What follows belongs to an exercise in optimizing a design on an open flow for a short achievable clock period and few clock cycles; a production flow would make more cautious choices. Only simulation tests tie the RTL to the original design; equivalence was not proved. Power is estimated from default activity; no workload was simulated.

Design acb_bitstream, start of the top module:
module acb_bitstream (
    input  wire        clk,
    input  wire        rst,
    input  wire        start,
    input  wire [3:0]  op,
    input  wire [7:0]  imm,
    input  wire [31:0] arg0,
    output reg         done,
    output wire [31:0] res0,
    output reg  [2:0]  err_code,
    output reg  [31:0] err_info,
    output wire [15:0] bs_pos,
    output wire [12:0] bs_len,
    output wire [11:0] bsb_raddr,
    input  wire [7:0]  bsb_rdata,
    output wire        bsb_we,
    output wire [11:0] bsb_waddr,
    output wire [7:0]  bsb_wdata
);
clock: 10.0 ns
lec_check: 0
cap_margin: 20
core_margin: 2
core_utilization: 40
slew_margin: 20
standard.sh (not shown) runs the stock make flow with config.mk's settings and CLKGATE_MAP_FILE= SYNTH_SCRIPT=/design/flow/synth_recipe.tcl, a recipe that flattens the netlist after the stock synthesis.
==> flow/flow/run.sh <==
#!/bin/bash
# Standard ORFS layout, with repair_timing aiming past the clock period.
set -euo pipefail
bash standard.sh SETUP_SLACK_MARGIN=7 finish > flow_standard.log 2>&1
Testbench counts at the start, summed over its fixed seeds: cycles 11,606.
Rerun with:
--- a/flow/design.v
+++ b/flow/design.v
@@ -130,27 +130,21 @@
                                  (is_rd && go_r) || ((op == OP_READBYTE) && rb_ok));
     wire        f_we    = st && (((op == OP_WRITE) && go_w) || ((op == OP_WRITEBYTE) && wb_ok));
     wire        f_posn  = st && ((op == OP_READ) || (op == OP_WRITE));
     wire [3:0]  s3     = {1'b0, o} + {1'b0, n[2:0]};
     wire [2:0]  cb     = {1'b0, n[4:3]} + {2'b00, s3[3]};
     wire [63:0] qf1    = s3[3] ? rotb(Qr, 3'd1) : Qr;
     wire [63:0] qf2    = rotb(qf1, {1'b0, n[4:3]});
+    wire [2:0]  rpos   = d4[2:0] - cb;
     reg  [63:0] Qfast;
-    reg  [2:0]  tq0, tq1;
     integer qi;
     always @(*) begin
         Qfast = qf2;
-        tq0   = 3'd0;
-        tq1   = 3'd0;
-        for (qi = 0; qi < 8; qi = qi + 1) begin
-            tq0 = d4[2:0] - qi[2:0];
-            tq1 = d4[2:0] - qi[2:0] - 3'd1;
-            if (pend && (s3[3] ? (tq1 == {1'b0, n[4:3]}) : (tq0 == {1'b0, n[4:3]})))
-                Qfast[63 - 8*qi -: 8] = bsb_rdata;
-        end
+        for (qi = 0; qi < 8; qi = qi + 1)
+            if (pend && rpos == qi[2:0]) Qfast[63 - 8*qi -: 8] = bsb_rdata;
     end
     reg  [30:0] res;
     assign res0 = {1'b0, res};
     reg        we;
     reg [11:0] waddr;
     reg [7:0]  wd;
     reg [11:0] ra;
@@ -212,20 +206,16 @@
             res <= X >> (~cn[4:0]);
         end
     end
     reg [15:0] pos_nx;
     reg [63:0] ring_nx;
     reg [12:0] rhi_nx, rnext_nx;
     reg        pend_nx, rsel;
-    reg        sdone;
-    reg [15:0] stgt, pos_base;
     always @(posedge clk) begin
         pos_nx   = pos;
-        sdone    = 1'b0;        
-        stgt     = pos;
         ring_nx  = ring;
         rhi_nx   = rhi;
         rnext_nx = rnext;
         rsel     = 1'b0;
         done     <= 1'b0;
         we       <= 1'b0;
         err_code <= E_NONE;
@@ -362,30 +352,29 @@
                             err_info <= {24'd0, cn};
                         end else if (f_nzero) begin
                         end else if (f_ue_r) begin
                             err_code <= E_UNEXPEND;
                             err_info <= {16'd0, opos};
                         end else begin
                             if (r_rdy) begin
-                                begin sdone = 1'b1; if (cop == OP_READ) stgt = r_pn[15:0]; end
+                                if (cop == OP_READ) pos_nx = r_pn[15:0];
                             end else begin
                                 done  <= 1'b0;
                                 state <= S_RW;
                             end
                         end
                     end
                     OP_READBYTE: begin
                         if (f_ue_rb) begin
                             err_code <= E_UNEXPEND;
                             err_info <= {16'd0, opos};
                             done  <= 1'b1;
                             state <= S_IDLE;
                         end else if (rb_ok) begin
-                            sdone = 1'b1;
-                            stgt  = r_pal8[15:0];
+                            pos_nx = r_pal8[15:0];
                             done  <= 1'b1;
                             state <= S_IDLE;
                         end else state <= S_RW;
                     end
                     OP_WRITE: begin
                         state <= S_IDLE;
                         done  <= 1'b1;
@@ -423,22 +412,21 @@
                         state <= S_IDLE;
                     end
                 endcase
             end
             S_RW: begin
                 if (rbyt) begin
                     if (rb_ok) begin
-                        sdone = 1'b1;
-                        stgt  = r_pal8[15:0];
+                        pos_nx = r_pal8[15:0];
                         done  <= 1'b1;
                         state <= S_IDLE;
                     end
                 end else begin
                     if (r_rdy) begin
-                        begin sdone = 1'b1; if (!rpeek) stgt = r_pn[15:0]; end
+                        if (!rpeek) pos_nx = r_pn[15:0];
                         done  <= 1'b1;
                         state <= S_IDLE;
                     end
                 end
             end
             S_SWZ: begin
                 pend_nx  = 1'b0;
@@ -512,16 +500,14 @@
                 rhi_nx   = spn[15:3];
                 rnext_nx = spn[15:3];
                 done  <= 1'b1;
                 state <= S_IDLE;
             end
             default: state <= S_IDLE;
         endcase
-        pos_base = pos_nx;
-        if (sdone) pos_nx = stgt;
         if (f_posn) pos_nx = pos_n;
         if (idle) begin
             if (op == OP_WRITEBYTE) begin
                 waddr <= palk[11:0];
                 wd    <= arg0[7:0];
             end else begin
                 waddr <= laddr[11:0];
@@ -534,27 +520,24 @@
             len      <= 13'd0;
             lenm1    <= 13'h1FFF;
             tail     <= 8'd0;
             tailv    <= 1'b0;
             we       <= 1'b0;
             wfirst   <= 1'b0;
             pos_nx   = 16'd0;
-            pos_base = 16'd0;
-            sdone    = 1'b0;
             rhi_nx   = 13'd0;
             rnext_nx = 13'd0;
             pend_nx  = 1'b0;
             rsel     = 1'b0;
         end
         pos   <= pos_nx;
         ring  <= ring_nx;
         if (we && !rst && waddr[11:3] == 9'd0)
             for (i = 0; i < 8; i = i + 1)
                 if (waddr[2:0] == i[2:0]) head[63 - 8*i -: 8] <= wd;
         rhi   <= rhi_nx;
         rnext <= rnext_nx;
         pend  <= pend_nx;
-        Qr    <= (f_posn && !rst) ? Qfast :
-                 sdone ? rotb(ring_nx, stgt[5:3]) : rotb(ring_nx, pos_base[5:3]);
+        Qr    <= (f_posn && !rst) ? Qfast : rotb(ring_nx, pos_nx[5:3]);
         ra    <= rsel ? sk[11:0] : rnext_nx[11:0];
     end
 endmodule
After rerunning: The new run ran to the end with no violations; power went up by about 8%; sequential share of layout area went up by 0.55 points; setup slack got worse by 0.038 ns; routed wire length went up by 5.6%; final area went down by 2.0%; fmax went down by 0.86%; clock-buffer cell count went down by 16; utilization went down by 0.92 points; combinational power went up by about 10%; clock skew is about the same; via count went up by about 1.5%; register-to-register slack improved by 0.04 ns; critical path depth stays the same; synthesized cell count went down by 1.2%.
Testbench counts after the change, summed over its fixed seeds: cycles 11,606.

[re-timing with driven ports]
The results above use ideal ports. As a check the final layouts listed here were re-extracted and re-timed, cells and wires unchanged.
Step 1 assumes that a clkbuf_16 drives the clock port and a buf_2 every other input.
Step 2 adds t to the input delays and takes it off the output delays; t is the mean of the earliest and latest rising clock arrival at the registers after step 1. Input paths then give back, and output paths get back, about the clock's delay inside the block.
Slacks: ideal ports / drivers / drivers and shift; pairs: ideal ports / drivers.
| run | t (ns) | setup WS [ns] | worst setup path at the end | worst data-port slew with drivers (ns) |
|---|---|---|---|---|
| the first run | 0.758 | 5.618 / 5.645 / 4.887 | input to register | 0.28 |
| the second run | 0.770 | 5.580 / 5.609 / 4.838 | input to register | 0.09 |
After both steps setup and hold are still met in every run listed. For the second run, which loses most, drivers alone change the setup slack by +0.029 ns; drivers and shift together by -0.742 ns.
